Background: an optimization exercise with open tools, aiming at small area. Do not read the settings as production practice.
In this exercise RTL edits were held to simulation tests only and were not proved equivalent to the original.
No driver is modelled on the clock port, so clocking that relies on it looks cheaper here than on a real chip.
No activity file was given, so power comes from the tool's default toggle rates.

==> flow/design.v <==
module dxl2_crc_table (
  input  wire [15:0] crc,
  input  wire [7:0]  b,
  output wire [7:0]  idx,
  output wire [15:0] nxt
);
  wire [7:0] i = crc[15:8] ^ b;
  wire       q = ^i[7:1];             
  wire       p = q ^ i[0];            
  assign idx = i;
  assign nxt = {crc[7] ^ p,
                crc[6:2],
                crc[1] ^ i[7],
                crc[0] ^ i[6] ^ i[7],
                i[5] ^ i[6],
                i[4] ^ i[5],
                i[3] ^ i[4],
                i[2] ^ i[3],
                i[1] ^ i[2],
                i[0] ^ i[1],
                q,
                p};
endmodule
module dxl2_rx (
  input  wire        clk,
  input  wire        rst,         
  input  wire        in_valid,
  input  wire [7:0]  in_byte,
  output wire        p_valid,     
  output wire [7:0]  p_data,
  output wire        f_valid,     
  output wire [2:0]  f_err,       
  output wire [7:0]  f_id,
  output wire [7:0]  f_inst,
  output wire [15:0] f_len,
  output wire [15:0] f_crc,       
  output wire        f_crc_ok     
);
  localparam [3:0] S_IDLE = 4'd0;
  localparam [3:0] S_FF1  = 4'd1;
  localparam [3:0] S_FF2  = 4'd2;
  localparam [3:0] S_H3   = 4'd3;    
  localparam [3:0] S_H4   = 4'd4;    
  localparam [3:0] S_H5   = 4'd5;    
  localparam [3:0] S_H6   = 4'd6;    
  localparam [3:0] S_H7   = 4'd7;    
  localparam [3:0] S_CRCH = 4'd8;    
  localparam [3:0] S_BW0  = 4'd12;
  localparam [3:0] S_BW1  = 4'd13;
  localparam [3:0] S_BW2  = 4'd14;
  localparam [3:0] S_BP   = 4'd15;
  localparam [15:0] CRC_HDR = 16'h0C0E;
  reg  [7:0]  b;           
  reg         v;           
  reg  [3:0]  st;
  reg         esc;         
  reg  [15:0] crc;         
  reg  [15:0] rem;         
  reg  [15:0] len_r;
  reg  [7:0]  id_r;
  reg  [7:0]  inst_r;
  wire [7:0]  idx;
  wire [15:0] crc_next;
  dxl2_crc_table u_crc (.crc(crc), .b(b), .idx(idx), .nxt(crc_next));
  wire b_ff   = (b == 8'hFF);
  wire b_fd   = (b == 8'hFD);
  wire b_00   = (b == 8'h00);
  wire body   = (st == S_BW0 || st == S_BW1 || st == S_BW2 || st == S_BP);
  wire in_len = (st == S_H7) || body;           
  wire rem_hi0 = (rem[15:2] == 14'd0);
  wire rem2   = rem_hi0 && (rem[1:0] == 2'd2);
  wire len01  = (b == 8'h00) && (len_r[7:1] == 7'd0);   
  wire len0   = len01 && !len_r[0];
  wire last   = ((st == S_H6) && len0) || (st == S_CRCH);
  wire crc_l  = in_len && rem2;                 
  wire param  = body && !rem2 && !((st == S_BP) && b_fd);
  assign p_valid = v && param;
  assign p_data  = b;
  assign f_valid = v && last;
  wire short  = (len_r[15:2] == 14'd0) && !(len_r[1] && len_r[0]);
  wire id_bad = (id_r[7:2] == 6'h3F) && id_r[0];
  wire crc_ok = (idx == 8'h00) && (crc[7:0] == rem[15:8]);
  assign f_err    = short  ? 3'd1 :
                    id_bad ? 3'd4 :
                    !crc_ok ? 3'd5 :
                    esc    ? 3'd6 : 3'd0;
  assign f_id     = id_r;
  assign f_inst   = inst_r;
  assign f_len    = len_r;
  assign f_crc    = {b, rem[15:8]};
  assign f_crc_ok = crc_ok;
  reg [3:0] st_n;
  always @(*) begin
    case (st)
      S_IDLE: st_n = b_ff ? S_FF1 : S_IDLE;
      S_FF1:  st_n = b_ff ? S_FF2 : S_IDLE;
      S_FF2:  st_n = b_fd ? S_H3 : b_ff ? S_FF1 : S_IDLE;
      S_H3:   st_n = b_00 ? S_H4 : b_ff ? S_FF1 : S_IDLE;
      S_H4:   st_n = S_H5;
      S_H5:   st_n = S_H6;
      S_H6:   st_n = len01 ? (len_r[0] ? S_CRCH : S_IDLE) : S_H7;
      S_H7:   st_n = rem2 ? S_CRCH : (b_ff ? S_BW1 : S_BW0);
      S_BW0:  st_n = rem2 ? S_CRCH : (b_ff ? S_BW1 : S_BW0);
      S_BW1:  st_n = rem2 ? S_CRCH : (b_ff ? S_BW2 : S_BW0);
      S_BW2:  st_n = rem2 ? S_CRCH : (b_fd ? S_BP : b_ff ? S_BW2 : S_BW0);
      S_BP:   st_n = rem2 ? S_CRCH : (b_ff ? S_BW1 : S_BW0);
      default: st_n = S_IDLE;
    endcase
  end
  always @(posedge clk) begin
    b <= in_byte;
    v <= in_valid && !rst;
    if (v && (st == S_H6 || crc_l))
      rem <= {b, len_r[7:0]};
    else
      rem <= rem - {15'd0, v};
    if (rst) begin
      st <= S_IDLE;
    end else if (v) begin
      st <= st_n;
      if (st == S_H7)
        esc <= 1'b0;
      else if (st == S_BP && (rem2 || !b_fd))
        esc <= 1'b1;
      if (st == S_IDLE || st == S_FF1 || st == S_FF2)
        crc <= CRC_HDR;
      else if (!crc_l)
        crc <= crc_next;
      if (st == S_H4)
        id_r <= b;
      if (st == S_H5)
        len_r[7:0] <= b;
      if (st == S_H5 || st == S_H6)
        len_r[15:8] <= b;
      if (st == S_H7)
        inst_r <= b;
    end
  end
endmodule
clock: 7.0 ns
lec_check: 0
cap_margin: 20
core_margin: 2
core_utilization: 70
gpl_timing_driven: 0
slew_margin: 20
standard.sh (not shown) runs the stock make flow with config.mk's settings and CLKGATE_MAP_FILE= SYNTH_SCRIPT=/design/flow/synth_recipe.tcl, a recipe that flattens the netlist after the stock synthesis.
==> flow/flow/run.sh <==
#!/bin/bash
# Standard ORFS layout (the standard.sh) with these changes:
#  - synthesis maps the logic with flow/abc_map.script (area-oriented ABC
#    script) in place of ORFS's abc_speed.script; the rest of synthesis is
#    synth_recipe.tcl as standard.sh runs it;
#  - the port buffers are the smallest buffer cell (buf_1);
#  - clock tree built from clkbuf_8, without dummy loads.
# Each make run writes its full output to its own log file here; the ORFS
# tools' logs are under orfs/logs/.
set -euo pipefail
here=$PWD
rm -rf "$here/scripts_abc"
cp -r "$FLOW_HOME/scripts" "$here/scripts_abc"
cp "$here/flow/abc_map.script" "$here/scripts_abc/abc_speed.script"
bash standard.sh SCRIPTS_DIR="$here/scripts_abc" ADDER_MAP_FILE= synth > "$here/synth_make.log" 2>&1
bash standard.sh BUFFER_PORTS_ARGS="-buffer_cell sky130_fd_sc_hd__buf_1" \
  CTS_ARGS="-sink_clustering_enable -dont_use_dummy_load -root_buf sky130_fd_sc_hd__clkbuf_4 -buf_list sky130_fd_sc_hd__clkbuf_4" \
  POST_CTS_TCL="$here/flow/clk_rebal.tcl" \
  CLK_LEAF_BUF=sky130_fd_sc_hd__clkbuf_4 CLK_ROOT_BUF=sky130_fd_sc_hd__clkbuf_4 CLK_BIG_BUF=sky130_fd_sc_hd__clkbuf_8 CLK_SLEW_MAX=0.110 \
  REMOVE_ABC_BUFFERS=1 finish > "$here/layout_make.log" 2>&1
==> flow/flow/abc_map.script <==
&get -n
&st
&syn2
&dch -f
&nf -R 1000 -p
&st
&syn2
&dch -f
&nf -R 1000 -p
&st
&syn2
&dch -f
&nf -R 1000 -p
&put
==> flow/flow/clk_rebal.tcl <==
# POST_CTS_TCL hook: keep the clock tree CTS made (root buffer -> leaf
# buffers), but share the flip-flops out among the leaves evenly: the sinks
# are split by recursive bisection of their positions (x, then y, ...) into
# as many groups as there are leaves, each leaf buffer moves to the centroid
# of its group, and all clock buffers become $::env(CLK_LEAF_BUF).
set block [ord::get_db_block]
set pnet [$block findNet clk]
proc net_loads {net} {
  set r {}
  foreach it [$net getITerms] { if {[$it isInputSignal]} { lappend r $it } }
  return $r
}
proc out_net {inst} {
  foreach it [$inst getITerms] { if {[$it isOutputSignal]} { return [$it getNet] } }
  return NULL
}
proc it_x {it} { return [lindex [[$it getInst] getLocation] 0] }
proc it_y {it} { return [lindex [[$it getInst] getLocation] 1] }
proc bisect {items n axis} {
  if {$n <= 1} { return [list $items] }
  set key [expr {$axis == 0 ? "it_x" : "it_y"}]
  set s [lsort -command [list apply {{k a b} {expr {[$k $a] - [$k $b]}}} $key] $items]
  set n1 [expr {$n / 2}]
  set h [expr {([llength $s] * $n1) / $n}]
  return [concat [bisect [lrange $s 0 [expr {$h - 1}]] $n1 [expr {1 - $axis}]] \
                 [bisect [lrange $s $h end] [expr {$n - $n1}] [expr {1 - $axis}]]]
}
set roots [net_loads $pnet]
if {[llength $roots] != 1} { error "clk_rebal: expected one root buffer, got [llength $roots]" }
set root [[lindex $roots 0] getInst]
set rnet [out_net $root]
set leaves {}
set sinks {}
foreach it [net_loads $rnet] {
  set inst [$it getInst]
  if {![string match "sky130_fd_sc_hd__clkbuf_*" [[$inst getMaster] getName]]} {
    error "clk_rebal: root drives [$inst getName]"
  }
  lappend leaves $inst
  foreach s [net_loads [out_net $inst]] { lappend sinks $s }
}
set master [[ord::get_db] findMaster $::env(CLK_LEAF_BUF)]
set groups [bisect $sinks [llength $leaves] 0]
set i 0
foreach g $groups {
  set buf [lindex $leaves $i]
  set bnet [out_net $buf]
  set sx 0; set sy 0
  foreach it $g {
    $it disconnect
    $it connect $bnet
    incr sx [it_x $it]; incr sy [it_y $it]
  }
  set n [llength $g]
  $buf swapMaster $master
  $buf setLocation [expr {$sx / $n}] [expr {$sy / $n}]
  puts "clk_rebal: [$buf getName] drives $n sinks"
  incr i
}
$root swapMaster [[ord::get_db] findMaster $::env(CLK_ROOT_BUF)]
detailed_placement
estimate_parasitics -placement
# a leaf whose flip-flops see a clock slew over CLK_SLEW_MAX (ns, estimated
# from placement) is upsized to CLK_BIG_BUF
set big [[ord::get_db] findMaster $::env(CLK_BIG_BUF)]
set n_up 0
foreach buf $leaves {
  set worst 0.0
  foreach it [net_loads [out_net $buf]] {
    set s [get_property [get_pins [$it getName]] slew_max]
    if {$s > $worst} { set worst $s }
  }
  if {$worst > $::env(CLK_SLEW_MAX)} {
    $buf swapMaster $big
    incr n_up
    puts "clk_rebal: [$buf getName] upsized, slew was $worst"
  }
}
if {$n_up > 0} {
  detailed_placement
  estimate_parasitics -placement
}
The baseline completed with no timing, DRC or antenna violations.
Change:
--- a/flow/flow/run.sh
+++ b/flow/flow/run.sh
@@ -19,2 +19,2 @@
   CLK_LEAF_BUF=sky130_fd_sc_hd__clkbuf_4 CLK_ROOT_BUF=sky130_fd_sc_hd__clkbuf_4 CLK_BIG_BUF=sky130_fd_sc_hd__clkbuf_8 CLK_SLEW_MAX=0.110 \
-  REMOVE_ABC_BUFFERS=1 finish > "$here/layout_make.log" 2>&1
+  finish > "$here/layout_make.log" 2>&1
Settings changed: CORE_UTILIZATION 70 to 60, GPL_TIMING_DRIVEN 0 to unset.
Area after synthesis does not change.
Clock skew goes down by 0.0051 ns.
Fmax came out higher by 2.2%.
Register-to-register slack got worse by 0.19 ns.
Die area climbs by 16%.
Core utilization came out lower by 11 points.
Change:
--- a/flow/flow/run.sh
+++ b/flow/flow/run.sh
@@ -2,7 +2,12 @@
 # Standard ORFS layout (the standard.sh) with these changes:
-#  - synthesis maps the logic with flow/abc_map.script (area-oriented ABC
-#    script) in place of ORFS's abc_speed.script; the rest of synthesis is
-#    synth_recipe.tcl as standard.sh runs it;
+#  - synthesis maps the logic with flow/abc_map.script (ABC: two rounds of
+#    deepsyn, then area-oriented &nf mapping) in place of ORFS's
+#    abc_speed.script, and leaves adders to ABC (ADDER_MAP_FILE empty); the
+#    rest of synthesis is synth_recipe.tcl as standard.sh runs it, so the
+#    registers are the standard synthesis's;
 #  - the port buffers are the smallest buffer cell (buf_1);
-#  - clock tree built from clkbuf_8, without dummy loads.
+#  - the clock tree: CTS builds root -> leaf buffers from clkbuf_4 without
+#    dummy loads, then flow/clk_rebal.tcl shares the flip-flops out evenly
+#    among the leaves and upsizes a leaf whose estimated clock slew is over
+#    CLK_SLEW_MAX ns.
 # Each make run writes its full output to its own log file here; the ORFS
==> flow/flow/abc_map.script (replaced) <==
&get -n
&st
&deepsyn -T 20
&dch -f
&nf -R 1000 -p
&put
strash
&get -n
&st
&deepsyn -T 20
&dch -f
&nf -R 1000 -p
&put
Settings changed: CORE_UTILIZATION 60 to 70.
Result: Design area went down by 2.6%; flip-flop and latch count does not change; power went down by 2.9%; register-to-register slack barely changes; first-iteration DRC count went up by 2.3%; die area went down by 15%.
Change:
==> flow/flow/run.sh (replaced) <==
#!/bin/bash
# Standard ORFS layout (the standard.sh) with these changes:
#  - synthesis maps the logic with flow/abc_map.script (area-oriented ABC
#    script) in place of ORFS's abc_speed.script; the rest of synthesis is
#    synth_recipe.tcl as standard.sh runs it;
#  - the port buffers are the smallest buffer cell (buf_1);
#  - clock tree built from clkbuf_8, without dummy loads.
# Each make run writes its full output to its own log file here; the ORFS
# tools' logs are under orfs/logs/.
set -euo pipefail
here=$PWD
rm -rf "$here/scripts_abc"
cp -r "$FLOW_HOME/scripts" "$here/scripts_abc"
cp "$here/flow/abc_map.script" "$here/scripts_abc/abc_speed.script"
bash standard.sh SCRIPTS_DIR="$here/scripts_abc" synth > "$here/synth_make.log" 2>&1
bash standard.sh BUFFER_PORTS_ARGS="-buffer_cell sky130_fd_sc_hd__buf_1" \
  CTS_ARGS="-sink_clustering_enable -dont_use_dummy_load -root_buf sky130_fd_sc_hd__clkbuf_4 -buf_list sky130_fd_sc_hd__clkbuf_4" \
  POST_CTS_TCL="$here/flow/clk_rebal.tcl" \
  CLK_LEAF_BUF=sky130_fd_sc_hd__clkbuf_4 CLK_ROOT_BUF=sky130_fd_sc_hd__clkbuf_4 \
  finish > "$here/layout_make.log" 2>&1
==> flow/flow/abc_map.script (replaced) <==
&get -n
&st
&syn2
&dch -f
&nf -R 1000 -p
&st
&syn2
&dch -f
&nf -R 1000 -p
&st
&syn2
&dch -f
&nf -R 1000 -p
&put
--- a/flow/flow/clk_rebal.tcl
+++ b/flow/flow/clk_rebal.tcl
@@ -62,21 +62 @@
 estimate_parasitics -placement
-# a leaf whose flip-flops see a clock slew over CLK_SLEW_MAX (ns, estimated
-# from placement) is upsized to CLK_BIG_BUF
-set big [[ord::get_db] findMaster $::env(CLK_BIG_BUF)]
-set n_up 0
-foreach buf $leaves {
-  set worst 0.0
-  foreach it [net_loads [out_net $buf]] {
-    set s [get_property [get_pins [$it getName]] slew_max]
-    if {$s > $worst} { set worst $s }
-  }
-  if {$worst > $::env(CLK_SLEW_MAX)} {
-    $buf swapMaster $big
-    incr n_up
-    puts "clk_rebal: [$buf getName] upsized, slew was $worst"
-  }
-}
-if {$n_up > 0} {
-  detailed_placement
-  estimate_parasitics -placement
-}
Settings changed: CORE_UTILIZATION 70 to 40.
What happened: The changed run produced a clean layout; die area grows by 75%; via count went up by 1.4%; sequential power hardly moves; design area went up by 3.8%; power increases by 1.5%; register-to-register slack improved by 0.35 ns; final cell count is higher by 16%.
Change:
--- a/flow/flow/run.sh
+++ b/flow/flow/run.sh
@@ -14,3 +14,3 @@
 cp "$here/flow/abc_map.script" "$here/scripts_abc/abc_speed.script"
-bash standard.sh SCRIPTS_DIR="$here/scripts_abc" synth > "$here/synth_make.log" 2>&1
+bash standard.sh SCRIPTS_DIR="$here/scripts_abc" ADDER_MAP_FILE= synth > "$here/synth_make.log" 2>&1
 bash standard.sh BUFFER_PORTS_ARGS="-buffer_cell sky130_fd_sc_hd__buf_1" \
@@ -18,3 +18,3 @@
   POST_CTS_TCL="$here/flow/clk_rebal.tcl" \
-  CLK_LEAF_BUF=sky130_fd_sc_hd__clkbuf_4 CLK_ROOT_BUF=sky130_fd_sc_hd__clkbuf_4 \
+  CLK_LEAF_BUF=sky130_fd_sc_hd__clkbuf_4 CLK_ROOT_BUF=sky130_fd_sc_hd__clkbuf_4 CLK_BIG_BUF=sky130_fd_sc_hd__clkbuf_8 CLK_SLEW_MAX=0.110 \
   finish > "$here/layout_make.log" 2>&1
--- a/flow/flow/clk_rebal.tcl
+++ b/flow/flow/clk_rebal.tcl
@@ -62 +62,21 @@
 estimate_parasitics -placement
+# a leaf whose flip-flops see a clock slew over CLK_SLEW_MAX (ns, estimated
+# from placement) is upsized to CLK_BIG_BUF
+set big [[ord::get_db] findMaster $::env(CLK_BIG_BUF)]
+set n_up 0
+foreach buf $leaves {
+  set worst 0.0
+  foreach it [net_loads [out_net $buf]] {
+    set s [get_property [get_pins [$it getName]] slew_max]
+    if {$s > $worst} { set worst $s }
+  }
+  if {$worst > $::env(CLK_SLEW_MAX)} {
+    $buf swapMaster $big
+    incr n_up
+    puts "clk_rebal: [$buf getName] upsized, slew was $worst"
+  }
+}
+if {$n_up > 0} {
+  detailed_placement
+  estimate_parasitics -placement
+}
Settings changed: CORE_UTILIZATION 40 to 70.
=>
- wire length drops by a little under a tenth
- via count rises by a few percent
- core utilization came out higher by 33 points
- combinational power climbs by a few percent
- clock-buffer cell count is unchanged
- sequential cell count is unchanged

==> re-timing with driven ports <==
In the flow no input, the clock included, has a driving cell. The finished layouts below were timed again as built, in two steps. Step 1 assumes that a clkbuf_16 drives the clock port and a buf_2 every other input. Step 2 moves the port delays by t, midway between the first and last clock arrival at a register: inputs arrive t later, outputs are due t later. That takes back most of the time a late clock gives input paths. Slacks: ideal / step 1 / step 2; pairs: ideal / step 1.
| run | t, ns | slack for setup (ns) | worst setup path after step 2 | worst register clock-pin slew, ns |
|---|---|---|---|---|
| the first run | 0.428 | 3.227 / 3.200 / 3.628 | register to output | 0.10 / 0.10 |
| the second run | 0.431 | 3.308 / 3.282 / 3.713 | register to output | 0.10 / 0.10 |
| the third run | 0.433 | 2.979 / 2.952 / 3.385 | register to output | 0.10 / 0.10 |
| the fourth run | 0.448 | 2.603 / 2.573 / 3.020 | register to output | 0.12 / 0.12 |
| the fifth run | 0.431 | 3.306 / 3.280 / 3.711 | register to output | 0.11 / 0.11 |
After both steps setup and hold are still met in every run listed.
